From an optimization exercise on the open Yosys and OpenROAD flow, aimed at small area, a short achievable clock period and few clock cycles; shortcuts taken in it are not production practice.
Function was checked by simulation only, so behaviour that the tests miss may differ from the original.
Power and IR drop assume default switching activity.

<file path="flow/design.v">
module fcodec (
    input  wire         clk,
    input  wire         rst,             
    input  wire         cfg_variant_b,   
    input  wire         cfg_deadline,    
    input  wire [3:0]   cfg_retry_limit, 
    input  wire         cfg_rx_verify,
    input  wire         cfg_rx_unstuff,
    input  wire         cfg_b_countbyte, 
    input  wire         cmd_valid,
    output wire         cmd_ready,
    input  wire [7:0]   cmd_op,
    input  wire [2:0]   cmd_name,
    input  wire [7:0]   cmd_dev,
    input  wire [3:0]   cmd_count,
    input  wire [95:0]  cmd_values,      
    output reg          busy,
    output reg          done,
    output reg          err,
    output reg  [3:0]   fault,
    output reg  [1:0]   finfo,
    output reg  [2:0]   rcount,
    output reg          rvalid,
    output wire [101:0] rv,              
    output reg          tx_valid,
    input  wire         tx_ready,
    output reg  [7:0]   tx_data,
    output reg          tx_last,
    input  wire         tx_fail,         
    output reg          rx_req,          
    input  wire         rx_valid,
    input  wire [7:0]   rx_data,
    input  wire         rx_end,          
    input  wire [1:0]   rx_status        
);
    localparam [3:0] F_NONE = 4'd0, F_UNKNOWN = 4'd1, F_TIMEOUT = 4'd2,
                     F_TRANSPORT = 4'd3, F_MALFORMED = 4'd4, F_BADCOUNT = 4'd5,
                     F_CHECKSUM = 4'd6, F_ILLEGAL = 4'd7;
    localparam [7:0] OP_WRREG = 8'h01, OP_RDREG = 8'h02, OP_RESET = 8'h0F;
    reg        is_wr;
    reg [2:0]  name_r;
    reg [7:0]  dev_r;
    reg [2:0]  cnt;
    reg        vb, uns, cb, ver;
    reg        sb;           
    reg        waiting;      
    reg [3:0]  tries;
    reg [4:0]  gidx;         
    reg        gesc;         
    reg [7:0]  acc;          
    reg [7:0]  rxq;
    reg        rxvq;
    reg        rx_any;
    reg        found;
    reg        escp;
    reg [4:0]  kpos;         
    reg [7:0]  dsum;
    reg        cks_ok;
    reg [7:0]  lo_q;
    reg [16:0] rvr [0:5];
    integer i;
    assign cmd_ready = ~busy;
    genvar g;
    generate
        for (g = 0; g < 6; g = g + 1) begin : g_rv
            assign rv[17*g +: 17] = rvr[g];
        end
    endgenerate
    wire kill   = rst | (cmd_valid && cmd_op == OP_RESET);
    wire accept = cmd_valid && !busy;
    wire op_ok  = (cmd_op == OP_WRREG) || (cmd_op == OP_RDREG);
    wire cnt_ok = (cmd_count != 4'd0) && (cmd_count <= 4'd6);
    wire nm_ok  = (cmd_name <= 3'd4);
    wire [3:0] chk_fault = !op_ok ? F_ILLEGAL : !cnt_ok ? F_BADCOUNT :
                           !nm_ok ? F_UNKNOWN : F_NONE;
    reg [15:0] addr;
    always @(*) begin
        case (name_r)
            3'd0:    addr = 16'd1486;
            3'd1:    addr = 16'd1498;
            3'd2:    addr = 16'd1522;
            3'd3:    addr = 16'd1546;
            default: addr = 16'd1582;
        endcase
    end
    wire        cls     = (name_r == 3'd4);
    wire        nsb2    = vb && (cnt > 3'd4);
    wire [15:0] sb_addr = addr + (sb ? 16'd8 : 16'd0);
    wire [16:0] id_a    = {1'b0, sb_addr} + (is_wr ? 17'd4096 : 17'd0);
    wire [2:0]  nv_b    = sb ? (cnt - 3'd4) : ((cnt > 3'd4) ? 3'd4 : cnt);
    reg [4:0] ulen_m1;
    reg [4:0] cks_idx;
    always @(*) begin
        if (vb) begin
            ulen_m1 = 5'd20;
            cks_idx = 5'd18;
        end else if (is_wr) begin
            ulen_m1 = 5'd7 + {1'b0, cnt, 1'b0};
            cks_idx = 5'd7 + {1'b0, cnt, 1'b0};
        end else begin
            ulen_m1 = 5'd8;
            cks_idx = 5'd8;
        end
    end
    reg [7:0]  ub;
    reg [4:0]  vk;
    reg [15:0] vv;
    always @(*) begin
        ub = 8'h00;
        vk = 5'd0;
        vv = 16'd0;
        if (!vb) begin
            case (gidx)
                5'd0: ub = 8'hEB;
                5'd1: ub = 8'h90;
                5'd2: ub = dev_r;
                5'd3: ub = is_wr ? ({4'b0000, cnt, 1'b0} + 8'd3) : 8'h03;
                5'd4: ub = is_wr ? 8'h12 : 8'h11;
                5'd5: ub = addr[7:0];
                5'd6: ub = addr[15:8];
                default: begin
                    if (gidx == cks_idx) begin
                        ub = acc;
                    end else if (!is_wr) begin
                        ub = 8'h0C;
                    end else begin
                        vk = (gidx - 5'd7) >> 1;
                        vv = rvr[vk[2:0]][15:0];
                        ub = gidx[0] ? vv[7:0] : vv[15:8];
                    end
                end
            endcase
        end else begin
            case (gidx)
                5'd0, 5'd1:   ub = 8'hAA;
                5'd2:         ub = 8'hFF;
                5'd3:         ub = {id_a[1:0], 6'h3F};
                5'd4:         ub = id_a[9:2];
                5'd5:         ub = {1'b0, id_a[16:10]};
                5'd14:        ub = is_wr ? {4'b0000, nv_b, 1'b0} : (cb ? 8'd1 : 8'd0);
                5'd15:        ub = 8'h00;
                5'd16:        ub = 8'h01;
                5'd17:        ub = 8'h00;
                5'd18:        ub = acc;
                5'd19, 5'd20: ub = 8'h55;
                default: begin
                    vk = (gidx - 5'd6) >> 1;
                    if (is_wr) begin
                        if (vk < {2'b00, nv_b}) begin
                            vv = rvr[(sb ? 3'd4 : 3'd0) + vk[2:0]][15:0];
                            ub = gidx[0] ? vv[15:8] : vv[7:0];
                        end
                    end else if (cb && gidx == 5'd6) begin
                        ub = sb ? 8'd4 : 8'd8;
                    end
                end
            endcase
        end
    end
    wire ub_reserved = (ub == 8'hAA) || (ub == 8'h55) || (ub == 8'hA5);
    wire g_stuff     = vb && (gidx >= 5'd2) && (gidx <= 5'd18) && !gesc && ub_reserved;
    wire g_in_cks    = (gidx >= 5'd2) && (gidx < cks_idx);
    wire [7:0] g_byte = g_stuff ? 8'hA5 : ub;
    wire       g_last = !g_stuff && (gidx == ulen_m1);
    reg d_emit, d_found_n, d_escp_n;
    always @(*) begin
        d_emit    = 1'b0;
        d_found_n = found;
        d_escp_n  = escp;
        if (!vb) begin
            d_emit = 1'b1;
        end else if (!found) begin
            if (rxq == 8'hAA) begin
                d_emit    = 1'b1;
                d_found_n = 1'b1;
            end
        end else if (uns && (kpos >= 5'd2) && !escp && (rxq == 8'hA5)) begin
            d_escp_n = 1'b1;
        end else begin
            d_emit   = 1'b1;
            d_escp_n = 1'b0;
        end
    end
    wire [4:0] sum_hi   = vb ? 5'd17 : 5'd18;
    wire [4:0] kcks_pos = vb ? 5'd18 : 5'd19;
    wire [4:0] need     = vb ? (ver ? 5'd19 : 5'd14) : (ver ? 5'd20 : 5'd19);
    wire       d_take   = rxvq && d_emit;
    wire [4:0] kpos_n   = (d_take && kpos != 5'd31) ? kpos + 5'd1 : kpos;
    wire       found_n  = rxvq ? d_found_n : found;
    wire       any_n    = rx_any | rxvq;
    wire       cks_ok_n = (d_take && kpos == kcks_pos) ? (rxq == dsum) : cks_ok;
    wire       f_hi  = vb ? (kpos[0] && kpos >= 5'd7 && kpos <= 5'd13)
                          : (!kpos[0] && kpos >= 5'd8 && kpos <= 5'd18);
    wire [4:0] f_rel = vb ? (kpos - 5'd7) : (kpos - 5'd8);
    wire [2:0] f_k   = (vb && sb) ? (f_rel[3:1] + 3'd4) : f_rel[3:1];
    wire       f_wr  = d_take && f_hi && !is_wr && !(vb && sb && f_rel[3:1] >= 3'd2);
    wire [15:0] f_u  = {rxq, lo_q};
    wire [16:0] f_san = !cls ? ((f_u > 16'd6000) ? 17'd0 : {1'b0, f_u})
                             : ((f_u > 16'd32768) ? {1'b1, f_u} : {1'b0, f_u});
    wire rx_live = busy && waiting && !rx_req;
    task complete;
        input [3:0] code;
        input [1:0] info;
        begin
            fault <= code;
            finfo <= info;
            err   <= (code != F_NONE);
            done  <= 1'b1;
            busy  <= 1'b0;
        end
    endtask
    task start_frame;
        begin
            tx_valid <= 1'b1;
            tx_data  <= vb ? 8'hAA : 8'hEB;
            tx_last  <= 1'b0;
            gidx     <= 5'd1;
            gesc     <= 1'b0;
            acc      <= 8'd0;
            waiting  <= 1'b0;
        end
    endtask
    task start_attempt;
        begin
            rx_req <= 1'b1;
            rx_any <= 1'b0;
            found  <= 1'b0;
            escp   <= 1'b0;
            kpos   <= 5'd0;
            dsum   <= 8'd0;
            cks_ok <= 1'b0;
        end
    endtask
    always @(posedge clk) begin
        rxq  <= rx_data;
        rxvq <= rx_valid && rx_live;
        if (!busy) begin
            vb  <= cfg_variant_b;
            uns <= cfg_rx_unstuff;
            cb  <= cfg_b_countbyte;
            ver <= cfg_rx_verify;
        end
        if (kill) begin
            busy     <= 1'b0;
            done     <= 1'b0;
            err      <= 1'b0;
            fault    <= F_NONE;
            finfo    <= 2'd0;
            rcount   <= 3'd0;
            rvalid   <= 1'b0;
            tx_valid <= 1'b0;
            rx_req   <= 1'b0;
        end else if (!busy) begin
            if (cmd_valid) begin
                is_wr  <= (cmd_op == OP_WRREG);
                name_r <= cmd_name;
                dev_r  <= cmd_dev;
                cnt    <= cmd_count[2:0];
                for (i = 0; i < 6; i = i + 1)
                    rvr[i] <= {1'b0, cmd_values[16*i +: 16]};
                sb     <= 1'b0;
                rvalid <= 1'b0;
                rcount <= 3'd0;
                finfo  <= 2'd0;
                fault  <= chk_fault;
                err    <= (chk_fault != F_NONE);
                done   <= (chk_fault != F_NONE);
                busy   <= (chk_fault == F_NONE);
                if (chk_fault == F_NONE) begin
                    tx_valid <= 1'b1;
                    tx_data  <= cfg_variant_b ? 8'hAA : 8'hEB;
                    tx_last  <= 1'b0;
                    gidx     <= 5'd1;
                    gesc     <= 1'b0;
                    acc      <= 8'd0;
                    waiting  <= 1'b0;
                end
            end
        end else if (!waiting) begin
            if (tx_ready) begin
                if (tx_last) begin
                    tx_valid <= 1'b0;
                    if (tx_fail) begin
                        complete(F_TRANSPORT, {sb, sb});
                    end else begin
                        waiting <= 1'b1;
                        tries   <= 4'd0;
                        start_attempt;
                    end
                end else begin
                    tx_data <= g_byte;
                    tx_last <= g_last;
                    if (g_stuff) begin
                        gesc <= 1'b1;
                    end else begin
                        gesc <= 1'b0;
                        gidx <= gidx + 5'd1;
                        if (g_in_cks)
                            acc <= acc + ub;
                    end
                end
            end
        end else begin
            rx_req <= 1'b0;
            if (rxvq) begin
                rx_any <= 1'b1;
                found  <= d_found_n;
                escp   <= d_escp_n;
                if (d_emit) begin
                    kpos <= kpos_n;
                    lo_q <= rxq;
                    if (kpos >= 5'd2 && kpos <= sum_hi)
                        dsum <= dsum + rxq;
                    cks_ok <= cks_ok_n;
                end
            end
            if (f_wr)
                rvr[f_k] <= f_san;
            if (rx_end && !rx_req) begin
                if (rx_status[1]) begin
                    complete(F_TRANSPORT, {1'b1, sb});
                end else if (rx_status[0] || !any_n) begin
                    if (cfg_deadline) begin
                        complete(F_TIMEOUT, {1'b1, sb});
                    end else if (cfg_retry_limit != 4'd0 &&
                                 ({1'b0, tries} + 5'd1) >= {1'b0, cfg_retry_limit}) begin
                        complete(F_TIMEOUT, {1'b1, sb});
                    end else begin
                        tries <= tries + 4'd1;
                        start_attempt;
                    end
                end else if (!is_wr && vb && !found_n) begin
                    complete(F_MALFORMED, {1'b1, sb});
                end else if (!is_wr && kpos_n < need) begin
                    complete(F_MALFORMED, {1'b1, sb});
                end else if (!is_wr && ver && !cks_ok_n) begin
                    complete(F_CHECKSUM, {1'b1, sb});
                end else if (!sb && nsb2) begin
                    sb <= 1'b1;
                    start_frame;
                end else begin
                    complete(F_NONE, 2'b00);
                    if (!is_wr) begin
                        rvalid <= 1'b1;
                        rcount <= cnt;
                    end
                end
            end
        end
    end
endmodule
</file>
<file path="flow/run.sh">
#!/bin/bash
# synth_recipe.tcl (not shown) runs the flow's synth.tcl, then flattens the netlist and writes it again
# the make line also repeats each setting of config.mk as NAME=value (left out here)
make -C /OpenROAD-flow-scripts/flow DESIGN_CONFIG=/design/flow/config.mk WORK_HOME=/design/flow/orfs CLKGATE_MAP_FILE= SYNTH_SCRIPT=/design/flow/synth_recipe.tcl finish
</file>
<file path="flow/config.mk">
export PLATFORM = sky130hd
export DESIGN_NAME = fcodec
export DESIGN_NICKNAME = fcodec
export VERILOG_FILES = /design/flow/design.v
export SDC_FILE = /design/flow/constraint.sdc
export NUM_CORES = 4
export LEC_CHECK = 0
export CAP_MARGIN = 20
export CORE_MARGIN = 2
export CORE_UTILIZATION = 40
export PLACE_DENSITY = 0.6
export SLEW_MARGIN = 20
</file>
<file path="flow/constraint.sdc">
create_clock -name core_clock -period 8.0 [get_ports {clk}]
set_input_delay 1.6000 -clock core_clock [delete_from_list [all_inputs] [get_ports {clk}]]
set_output_delay 1.6000 -clock core_clock [all_outputs]
set_load 0.01 [all_outputs]
</file>
==> impl_metrics.json <==
{
  "power_density_nw_per_um2": 162,
  "numCtsBuffers": 28,
  "met3_usage": 0.0519,
  "critPathArrivalTime_ns": 5.79,
  "routedWlPerCell_um": 24.7,
  "via_count": 11500,
  "end_kind": "flip-flop",
  "irDropWorstVdd_mv": 0.141,
  "path_cells": "buf_4, ha_1, xor2_4, buf_4, mux4_2, a22oi_1, o2111ai_1, nand2_1, inv_1, ha_1, a21o_1, a21oi_1, o21bai_1, a21oi_1, o21bai_1, a21oi_1, xnor2_1, xnor2_1, nor2_1",
  "synth_area_um2": 13900,
  "place_area_um2": 17100,
  "syn_area_per_cell_um2": 11.3,
  "cts_sinks": 230,
  "grt_util_met1": 0.362,
  "synth.distinct_cells": 99,
  "rsz0062_at_grt": "false",
  "critPathLaunchType": "flip-flop",
  "final_area_um2": 18000,
  "grt_antenna_before_repair": 0,
  "synth_edf_count": 207,
  "maxCapViolCount": 0,
  "syn_nets": 1426,
  "crit_buf_inv": 3,
  "skew_ns": 0.0555,
  "layout_commonest_cell": "clkdlybuf4s50_1",
  "core_um2": 34400,
  "cts_setup_buffers": 0,
  "cts_max_level": 1,
  "cp_common_cell": "a21oi_1",
  "max_stage_delay_ns": 0.69,
  "finalNetCount": 1680,
  "drive_above_1_share": 0.117,
  "fmax_ghz": 0.181,
  "rr_startpoint": "gidx[1]",
  "slew_viol_final": 0,
  "crit_family": "compound AO/OA/AOI/OAI gates",
  "cp_max_fo": 19,
  "slowest_stage": "edfxtp_1",
  "ys_ff_latch": 230,
  "ant_nets": 0,
  "n_antenna_cell": 0,
  "critPathKind": "reg2reg",
  "grt_overflow": 0,
  "grt_max_degree": 35,
  "synth-seq-area-share": 0.480,
  "std_cell_rows": 68,
  "syn_inst": 1229,
  "grt_first_pass_wirelength_um": 71800,
  "synthFlopType": "edfxtp_1",
  "io_pins": 272,
  "fin_crit_sh": 0.690,
  "hold_class": "reg2reg",
  "cts_tree": "yes",
  "ys_warn_count": 1,
  "ctsHoldBuffers": 0,
  "tns_ns": 0,
  "cts-root-buf": "clkbuf_16",
  "setup_viol": 0,
  "use_met2": 0.417,
  "clk_pin_slew_ns": 0.06,
  "gp_congestion": 0.927,
  "worstMarginPinSlew_ns": 1.05,
  "die_y_um": 191,
  "ys_async_sr_fraction": 0,
  "clk_latency_ns": 0.60,
  "drt_pass1_iterations": 5,
  "dieArea_um2": 36300,
  "die_w_um": 191,
  "max_slew_margin": 0.298,
  "dp_hpwl_um": 36300,
  "min_path_cells": 1,
  "drt_iter0_drc": 1161,
  "clockBufferDepth": 3,
  "status": "timing/DRC/antenna clean",
  "hold_viol_final": 0,
  "area_growth_pct": 29.4,
  "leakage_nw": 6.45,
  "reg2reg_to": "acc[7]",
  "cp.depth": 19,
  "start_util": 0.405,
  "hp-start": "finfo[0]",
  "grtUsageTotal": 0.265,
  "drt-total-wl_um": 48300,
  "min_period_ns": 5.52,
  "final_cell_mix": "clkdlybuf4s50_1 (270), edfxtp_1 (207), nand2_1 (136)",
  "regToRegSetupSlack_ns": 2.48,
  "r2r_cells": 19,
  "port_buffers": 270,
  "grt_pass1_vias": 11600,
  "top_usage_layer": "met2",
  "min_to": "finfo[0]",
  "critPathRequiredTime_ns": 8.27,
  "cts-resized-gates": 0,
  "vias_per_cell": 5.88,
  "drc": 0
}
[registers in the layout, summed over array words and instances, names as in the netlist, 2 cells and up]
name	count
tx_data	8
rcount	3
name_r	3
rxq	8
finfo	2
kpos	5
fault	3
dev_r	8
lo_q	8
gidx	5
tries	4
rvr	134
cnt	3
acc	8
dsum	8
[worst max-delay path by stage]
stage / slack [ns] / endpoint / from
6_report: 2.48 / acc[7] / gidx[1]
3_5_place_dp: 2.10 / rvr[1][6] / cmd_op[5]
3_3_place_gp: 2.21 / rvr[1][6] / cmd_op[5]
4_1_cts: 2.50 / acc[7] / gidx[1]
2_1_floorplan: 2.73 / rvr[5][0] / cmd_op[4]
5_1_grt: 2.02 / acc[7] / gidx[1]
[per-stage QoR]
step                setup slack [ns]  total power, mW   util  std cells  hold WS [ns]
finish                          2.48             2.93  0.524       1960         0.468
global route                    2.02             3.00  0.524       1960         0.485
CTS                             2.50             2.94  0.524       1960         0.474
detailed placement              2.10             1.68  0.497       1908         0.460
global placement                2.21             1.68  0.497       1908         0.451
floorplan                       2.73             1.50      -       1229         0.487
[where the power goes]
| part | internal, mW | switching [mW] |
|---|---|---|
| sequential | 1.34 | 0.0378 |
| clock | 0.738 | 0.530 |
| combinational | 0.152 | 0.127 |
| total | 2.23 | 0.694 |
[cells in the mapped netlist (12+ instances only)]
cell type    n  area [um2]
a211oi_1    12        90.1
a21oi_1     58         290
a22oi_1     20         150
a31oi_1     13        81.3
buf_2       14        70.1
clkbuf_1    39         146
dfxtp_1     23         460
edfxtp_1   207        6220
ha_1        50         626
inv_1       62         233
mux2i_1     21         210
mux4_2      67        1510
nand2_1    136         510
nand2b_1    13        81.3
nand3_1     25         125
nor2_1      98         368
nor2b_1     22         138
nor3_1      19        95.1
nor4_1      15        93.8
o21ai_0     53         265
o21ai_1     42         210
xnor2_1     25         219
[per-layer routing]
layer	routed length (um)	vias to the layer above
met3	4330	100
met2	21800	636
met4	1850	0
met5	0	-
met1	20400	5616
li1	-	5171
[worst reg2reg max path: cells and delay by family (launching register included)]
kind,cells,cell delay (ns)
AO/OA/AOI/OAI,8,1.55
buffers and inverters,3,0.80
adder cells (fa/ha/maj),2,0.77
multiplexers,1,0.56
AND/OR/NAND/NOR,2,0.27
flip-flops,1,0.69
XOR/XNOR,3,0.63
[cells by family (layout without fill, tap and decap cells)]
kind of cell | count (synthesis) | count (layout) | synth area share
AOI/OAI and AO/OA | 280 | 280 | 0.131
adders and majority gates | 52 | 52 | 0.0478
DFF | 230 | 230 | 0.480
xor gates and xnor gates | 37 | 37 | 0.0262
buffers and inverters | 132 | 408 | 0.0412
and+or+nand+nor | 406 | 406 | 0.148
other | 1 | 1 | 0.000269
muxes | 91 | 91 | 0.126
[cell type report]
| cell class | instances | area (um2) |
|---|---|---|
| multi-input cells | 867 | 6740 |
| clock buffers | 35 | 757 |
| flip-flops and latches | 230 | 6680 |
| repair buffers | 292 | 2870 |
| fillers | 3063 | 16400 |
| clock inverters | 17 | 169 |
| well taps | 455 | 569 |
| inverters | 64 | 240 |
Testbench counts, summed over its fixed seeds: cycles 99,641.

## re-timing with driven ports
The flow's constraints put no driver on any port. The routed layout listed below was extracted and timed again, unchanged, in two steps. Step 1: set_driving_cell puts a clkbuf_16 on clk and a buf_2 on each other input, an assumption about the parent block. Step 2 times the ports against the registers' clock, not the clock port: input delays grow and output delays shrink by t, the midpoint of the rising clock arrivals with the driver on. a / b / c = ideal ports / drivers / drivers and shift; a / b = the first two.
t, ns: 0.618
slack for setup (ns): 2.480 / 2.480 / 2.111
worst setup path at the end: input to register
latest minus earliest clock arrival (ns): 0.056 / 0.056
slew at the worst register clock pin (ns): 0.06 / 0.06
After both steps setup and hold are still met in this run. The setup slack of this run moves by 0.000 ns with the drivers and by -0.369 ns with both steps.
